Context: an optimization exercise on an open-source flow, tuned for small area, a short achievable clock period and few clock cycles per item. The choices shown serve that exercise and are no tape-out recipe. The RTL was checked by simulation tests, not by an equivalence proof against the original design.

Setup of run A:
// b128codec
module b128codec (
    input  wire       clk,
    input  wire       rst,
    input  wire       cmd_valid,
    input  wire [1:0] cmd_op,
    output wire [1:0] status_state,
    output wire [1:0] status_err,
    input  wire       in_valid,
    input  wire [7:0] in_data,
    input  wire       in_end,
    output wire       in_ready,
    output wire       out_valid,
    output wire [7:0] out_data,
    input  wire       out_ready
);
==> flow/config.mk <==
export PLATFORM = sky130hd
export DESIGN_NAME = b128codec
export DESIGN_NICKNAME = b128codec
export VERILOG_FILES = /design/flow/design.v
export SDC_FILE = /design/flow/constraint.sdc
export NUM_CORES = 4
export LEC_CHECK = 0
export ABC_CLOCK_PERIOD_IN_PS = 4000
export CAP_MARGIN = 20
export CORE_MARGIN = 2
export CORE_UTILIZATION = 50
export SETUP_SLACK_MARGIN = 5
export SLEW_MARGIN = 20
==> flow/constraint.sdc <==
create_clock -name core_clock -period 12.0 [get_ports {clk}]
set_input_delay 2.4000 -clock core_clock [delete_from_list [all_inputs] [get_ports {clk}]]
set_output_delay 2.4000 -clock core_clock [all_outputs]
set_load 0.01 [all_outputs]
run.sh (not shown) runs the stock make flow with config.mk's settings and CLKGATE_MAP_FILE= SYNTH_SCRIPT=/design/flow/synth_recipe.tcl, a recipe that flattens the netlist after the stock synthesis.
Testbench counts of run A, summed over its fixed seeds: cycles 30,977, bytes 41,065.
The following lists how run B was set up differently from run A:
--- a/flow/design.v
+++ b/flow/design.v
@@ -824,26 +824,28 @@
     integer k, l;
     always @* begin
         for (k = 0; k < 60; k = k + 1)
             pv[k] = pm(Z[2*k +: 2]);
         for (k = 0; k < 15; k = k + 1) begin
             p32[k]  = ma(pv[4*k+3], pv[4*k+2]);
             p321[k] = ma(p32[k], pv[4*k+1]);
             gsum[k] = ma(p32[k], ma(pv[4*k+1], pv[4*k]));
         end
         for (k = 0; k < 15; k = k + 1) ks[0][k] = gsum[k];
         for (l = 0; l < 4; l = l + 1)
             for (k = 0; k < 15; k = k + 1)
-                if (k + (1 << l) < 15) ks[l+1][k] = ma(ks[l][k], ks[l][k + (1 << l)]);
-                else                   ks[l+1][k] = ks[l][k];
+                if ((((14 - k) >> l) & 1) != 0)
+                    ks[l+1][k] = ma(ks[l][k], ks[l][14 - ((((14 - k) >> l) << l) - 1)]);
+                else
+                    ks[l+1][k] = ks[l][k];
         zm = ks[4][0];
         for (k = 0; k < 15; k = k + 1) begin
             rin = (k < 14) ? ks[4][k+1] : 3'b001;
             qz[8*k+6 +: 2] = pq(rin, Z[8*k+6 +: 2]);
             qz[8*k+4 +: 2] = pq(ma(rin, pv[4*k+3]), Z[8*k+4 +: 2]);
             qz[8*k+2 +: 2] = pq(ma(rin, p32[k]), Z[8*k+2 +: 2]);
             qz[8*k   +: 2] = pq(ma(rin, p321[k]), Z[8*k +: 2]);
         end
     end
     assign enc_q   = qz[113:0];
     assign enc_dig = {zm[2], zm[1], Y[5:0]};
     wire [127:0] hmask;
@@ -853,57 +855,59 @@
         end
     endgenerate
     wire [127:0] xw = X & hmask;
     wire [127:0] hb = {2'b00, xw[127:2]};
     reg  [127:0] hg, hp, hpp, hs;
     integer hi, hl;
     always @* begin
         hpp = ~(X ^ hb);
         hg  = X & ~hb;
         hp  = hpp;
         hg[0] = hg[0] | hp[0];               
         for (hl = 0; hl < 7; hl = hl + 1)
-            for (hi = (2 << hl) - 1; hi < 128; hi = hi + (2 << hl)) begin
-                hg[hi] = hg[hi] | (hp[hi] & hg[hi - (1 << hl)]);
-                hp[hi] = hp[hi] & hp[hi - (1 << hl)];
-            end
-        for (hl = 5; hl >= 0; hl = hl - 1)
-            for (hi = 3 * (1 << hl) - 1; hi < 128; hi = hi + (2 << hl)) begin
-                hg[hi] = hg[hi] | (hp[hi] & hg[hi - (1 << hl)]);
-                hp[hi] = hp[hi] & hp[hi - (1 << hl)];
-            end
+            for (hi = 0; hi < 128; hi = hi + 1)
+                if (((hi >> hl) & 1) != 0) begin
+                    hg[hi] = hg[hi] | (hp[hi] & hg[((hi >> hl) << hl) - 1]);
+                    hp[hi] = hp[hi] & hp[((hi >> hl) << hl) - 1];
+                end
         hs[0] = ~hpp[0];
         for (hi = 1; hi < 128; hi = hi + 1) hs[hi] = hpp[hi] ^ hg[hi-1];
     end
     assign hor_x = hs;
     wire [127:0] qx = {14'd0, enc_q};
     integer i;
+    reg [15:0] s_en;
+    reg [7:0]  s_d [0:15];
+    reg        sel_w, sel_s, sel_q, sel_h;
+    always @* begin
+        for (i = 0; i < 16; i = i + 1) begin
+            sel_w = we[i];
+            sel_h = ~we[i] & (rmode == RM_HOR);
+            sel_q = ~we[i] & (rmode == RM_ENC) & sm_n[i];
+            sel_s = ~we[i] & ((rmode == RM_SHIFT) | ((rmode == RM_ENC) & ~sm_n[i]));
+            s_en[i] = we[i] | (rmode != RM_HOLD);
+            s_d[i] = ({8{sel_w}} & wdata) | ({8{sel_h}} & hor_x[8*i +: 8]) |
+                     ({8{sel_q}} & qx[8*i +: 8]) |
+                     ({8{sel_s}} & ((i < 15) ? s_q[(i + 1) % 16] : 8'd0));
+        end
+    end
     reg [16:0] bh;
     reg [15:0] we;
     always @* begin
         for (i = 0; i < 17; i = i + 1) bh[i] = (wbase == i[4:0]);
         for (i = 0; i < 16; i = i + 1) we[i] = wr & (wdec ? bh[i+1] : bh[i]);
     end
     always @(posedge clk) begin
-        for (i = 0; i < 16; i = i + 1) begin
-            if (we[i])
-                s_q[i] <= wdata;
-            else case (rmode)
-                RM_SHIFT: s_q[i] <= (i < 15) ? s_q[(i + 1) % 16] : 8'd0;
-                RM_ENC:   s_q[i] <= sm_n[i] ? qx[8*i +: 8]
-                                            : ((i < 15) ? s_q[(i + 1) % 16] : 8'd0);
-                RM_HOR:   s_q[i] <= hor_x[8*i +: 8];
-                default:  ;
-            endcase
-        end
+        for (i = 0; i < 16; i = i + 1)
+            if (s_en[i]) s_q[i] <= s_d[i];
         if (oload) od_q <= odata;
         wp_q <= n_wp; rc_q <= n_rc; cnt_q <= n_cnt; end_q <= n_end;
         mask_q <= n_mask; trl_q <= n_trl; oi_q <= n_oi;
         bad_q <= n_bad; mal_q <= n_mal; pb_q <= n_pb; lpad_q <= n_lpad; lhi_q <= n_lhi;
         ldig_q <= n_ldig; nwr_q <= n_nwr;
         act_q <= n_act; padf_q <= n_padf; rem_q <= n_rem;
         dc_q <= n_dc; m_q <= n_m;
         up_q <= n_up; ul_q <= n_ul;
         errp_q <= n_errp; errc_q <= n_errc;
         op_q <= n_op;
         if (rst) begin
             state_q <= ST_IDLE;
Findings:
Summary of the comparison: final clock period utilization by the worst path is higher in run B, relative to run A. Relative to run A, the latest clock arrival within the worst-skew pair of run B is higher by 0.04 ns. Taking run A as the reference, in run B register fraction of the total cell area shows an increase of 1.2 points, number of clock buffers in the layout went down by 7, worst slack on hold paths fell 0.017 ns. For the number of setup buffers added after CTS, run B came in 8 lower than run A did. For the die area, run B came in about 5% lower than run A did. The run showing the smaller area of combinational cells with multiple inputs is run B. Category of the critical setup timing path: in2reg -> run A, reg2reg -> run B. Compared with run A, run B improves power.
Testbench counts of run B, summed over its fixed seeds: cycles 30,977, bytes 41,065.

---

== old ==
Another version of the RTL of b128codec (not shown whole).
Size in the first run: ~4,400 cells after synthesis, about 230 flip-flops, ~30 I/O pins, roughly 0.034 sq mm of cells after synthesis.
==> flow/config.mk <==
export PLATFORM = sky130hd
export DESIGN_NAME = b128codec
export DESIGN_NICKNAME = b128codec
export VERILOG_FILES = /design/flow/design.v
export SDC_FILE = /design/flow/constraint.sdc
export NUM_CORES = 4
export LEC_CHECK = 0
export ABC_CLOCK_PERIOD_IN_PS = 4000
export CAP_MARGIN = 20
export CORE_MARGIN = 2
export CORE_UTILIZATION = 50
export SETUP_SLACK_MARGIN = 5
export SLEW_MARGIN = 20
==> flow/constraint.sdc <==
create_clock -name core_clock -period 12.0 [get_ports {clk}]
set_input_delay 2.4000 -clock core_clock [delete_from_list [all_inputs] [get_ports {clk}]]
set_output_delay 2.4000 -clock core_clock [all_outputs]
set_load 0.01 [all_outputs]
Testbench counts of old, summed over its fixed seeds: cycles 30,977, bytes 41,065.
diff inputs: old => new
--- a/flow/design.v
+++ b/flow/design.v
@@ -574,17 +574,17 @@
     reg  [6:0]  ldig_q;
     reg  [3:0]  nwr_q;
     reg         act_q, padf_q;                   
     reg  [4:0]  rem_q;                           
     reg  [4:0]  dc_q;                            
     reg  [15:0] m_q;                             
     reg         up_q;                            
     reg  [4:0]  ul_q;
-    reg         errp_q, fin_q;
+    reg         errp_q;
     reg  [1:0]  errc_q;
     wire busy = (state_q == ST_BUSY);
     assign status_state = state_q;
     assign status_err   = err_q;
     assign in_ready     = ir_q;
     assign out_valid    = ov_q;
     assign out_data     = od_q;
     wire take     = ir_q & in_valid;
@@ -648,17 +648,16 @@
         if (!busy) begin
             if (cmd_valid) begin
                 n_state = ST_BUSY; n_err = ERR_NONE; n_op = cmd_op;
                 n_wp = 5'd0; n_rc = 5'd0; n_cnt = 5'd0; n_end = 1'b0;
                 n_ov = 1'b0; n_ir = 1'b1;
                 n_mask = 7'd0; n_trl = 1'b0; n_oi = 3'd0;
                 n_bad = 1'b0; n_mal = 1'b0; n_pb = 1'b0; n_lpad = 1'b0; n_lhi = 1'b0;
                 n_nwr = 4'd0; n_act = 1'b0; n_up = 1'b0; n_errp = 1'b0; n_errc = ERR_NONE;
-                fin = 1'b0;
                 n_m = 16'd0;
             end
         end else begin
             case (op_q)
             OP_ENC7: begin
                 if (wp_q != 5'd0 && out_free) begin
                     oload = 1'b1; odata = alook(al_in); rmode = RM_SHIFT;
                 end
@@ -796,21 +795,20 @@
                     n_errp = 1'b1; n_errc = ERR_MALFORMED;
                 end
                 n_wp = ws + {4'd0, wcnt};
                 fin = (n_errp | (n_end & n_cnt == 5'd0 & ~n_up)) & (n_rc == 5'd0);
                 n_ir = ~n_end & ~n_errp & ~n_up & (n_wp <= 5'd15);
             end
             endcase
             if (oload) n_ov = 1'b1;
-            if (fin_q && !(ov_q && !out_ready)) begin
-                n_state = errp_q ? ST_ERROR : ST_DONE;
-                n_err   = errp_q ? errc_q : ERR_NONE;
+            if (fin && !n_ov) begin
+                n_state = n_errp ? ST_ERROR : ST_DONE;
+                n_err   = n_errp ? n_errc : ERR_NONE;
                 n_ir    = 1'b0;
-                fin     = 1'b0;
             end
         end
     end
     wire [119:0] Y;
     generate
         for (gi = 0; gi < 15; gi = gi + 1) begin : g_y
             assign Y[8*gi +: 8] = s_q[gi] & {8{m_q[gi]}};
         end
@@ -830,17 +828,17 @@
         for (k = 0; k < 15; k = k + 1) begin
             p32[k]  = ma(pv[4*k+3], pv[4*k+2]);
             p321[k] = ma(p32[k], pv[4*k+1]);
             gsum[k] = ma(p32[k], ma(pv[4*k+1], pv[4*k]));
         end
         for (k = 0; k < 15; k = k + 1) ks[0][k] = gsum[k];
         for (l = 0; l < 4; l = l + 1)
             for (k = 0; k < 15; k = k + 1)
-                if ((((14 - k) >> l) & 1) != 0)
+                if (((14 - k) >> l) & 1)
                     ks[l+1][k] = ma(ks[l][k], ks[l][14 - ((((14 - k) >> l) << l) - 1)]);
                 else
                     ks[l+1][k] = ks[l][k];
         zm = ks[4][0];
         for (k = 0; k < 15; k = k + 1) begin
             rin = (k < 14) ? ks[4][k+1] : 3'b001;
             qz[8*k+6 +: 2] = pq(rin, Z[8*k+6 +: 2]);
             qz[8*k+4 +: 2] = pq(ma(rin, pv[4*k+3]), Z[8*k+4 +: 2]);
@@ -861,21 +859,25 @@
     reg  [127:0] hg, hp, hpp, hs;
     integer hi, hl;
     always @* begin
         hpp = ~(X ^ hb);
         hg  = X & ~hb;
         hp  = hpp;
         hg[0] = hg[0] | hp[0];               
         for (hl = 0; hl < 7; hl = hl + 1)
-            for (hi = 0; hi < 128; hi = hi + 1)
-                if (((hi >> hl) & 1) != 0) begin
-                    hg[hi] = hg[hi] | (hp[hi] & hg[((hi >> hl) << hl) - 1]);
-                    hp[hi] = hp[hi] & hp[((hi >> hl) << hl) - 1];
-                end
+            for (hi = (2 << hl) - 1; hi < 128; hi = hi + (2 << hl)) begin
+                hg[hi] = hg[hi] | (hp[hi] & hg[hi - (1 << hl)]);
+                hp[hi] = hp[hi] & hp[hi - (1 << hl)];
+            end
+        for (hl = 5; hl >= 0; hl = hl - 1)
+            for (hi = 3 * (1 << hl) - 1; hi < 128; hi = hi + (2 << hl)) begin
+                hg[hi] = hg[hi] | (hp[hi] & hg[hi - (1 << hl)]);
+                hp[hi] = hp[hi] & hp[hi - (1 << hl)];
+            end
         hs[0] = ~hpp[0];
         for (hi = 1; hi < 128; hi = hi + 1) hs[hi] = hpp[hi] ^ hg[hi-1];
     end
     assign hor_x = hs;
     wire [127:0] qx = {14'd0, enc_q};
     integer i;
     reg [16:0] bh;
     reg [15:0] we;
@@ -898,17 +900,17 @@
         if (oload) od_q <= odata;
         wp_q <= n_wp; rc_q <= n_rc; cnt_q <= n_cnt; end_q <= n_end;
         mask_q <= n_mask; trl_q <= n_trl; oi_q <= n_oi;
         bad_q <= n_bad; mal_q <= n_mal; pb_q <= n_pb; lpad_q <= n_lpad; lhi_q <= n_lhi;
         ldig_q <= n_ldig; nwr_q <= n_nwr;
         act_q <= n_act; padf_q <= n_padf; rem_q <= n_rem;
         dc_q <= n_dc; m_q <= n_m;
         up_q <= n_up; ul_q <= n_ul;
-        errp_q <= n_errp; errc_q <= n_errc; fin_q <= fin;
+        errp_q <= n_errp; errc_q <= n_errc;
         op_q <= n_op;
         if (rst) begin
             state_q <= ST_IDLE;
             err_q   <= ERR_NONE;
             ov_q    <= 1'b0;
             ir_q    <= 1'b0;
         end else begin
             state_q <= n_state;
==> comparison <==
Finished layout cell area: new < old. Re H-tree depth reported by CTS: old was higher than new. Re number of hold violations in the final report: no difference whatsoever between new and old. The vias per cell on old is in line with that on new. Relative to old, the detailed-routed wire length on met2 of new is lower by about 5.3%. The insertion delay to the later sink of the worst-skew pair number comes out lower for old vs new. The hold slack reported for new is greater than that of old by 27 ps. ~same area fraction of clock buffers and clock inverters in old and new. new: met1 track demand over resource in global routing lower than old. new finished every step from synthesis to the final layout, and the layout passed the timing, design-rule and antenna checks. Of old and new, the lower register bit count reported by yosys belongs to new.
Testbench counts of new, summed over its fixed seeds: cycles 30,977, bytes 41,065.

==> re-timing with driven ports <==
In the flow no input, the clock included, has a driving cell. The finished layouts below were timed again as built, in two steps.
Step 1 (the two cells are an assumption about what drives the block):
set clk [get_ports {clk}]
set_driving_cell -lib_cell sky130_fd_sc_hd__clkbuf_16 $clk
set_driving_cell -lib_cell sky130_fd_sc_hd__buf_2 [delete_from_list [all_inputs] $clk]
Step 2, shift: input delay + t, output delay - t, t = (earliest + latest rising clock arrival at the registers) / 2. This alone moves slack from input paths to output paths.
a / b / c = ideal / step 1 / step 2; a / b = the first two.
| run | t, ns | slack for setup (ns) | worst data-port slew with drivers (ns) |
|---|---|---|---|
| run A | 0.629 | 5.239 / 5.282 / 4.653 | 0.03 |
| run B | 0.680 | 5.134 / 5.134 / 4.555 | 0.03 |
| old | 0.619 | 5.233 / 5.233 / 4.732 | 0.05 |
| new | 0.645 | 5.287 / 5.287 / 4.750 | 0.03 |
After both steps setup and hold are still met in every run listed. The setup slack of run A, which loses most, moves by +0.043 ns with the drivers and by -0.586 ns with both steps.
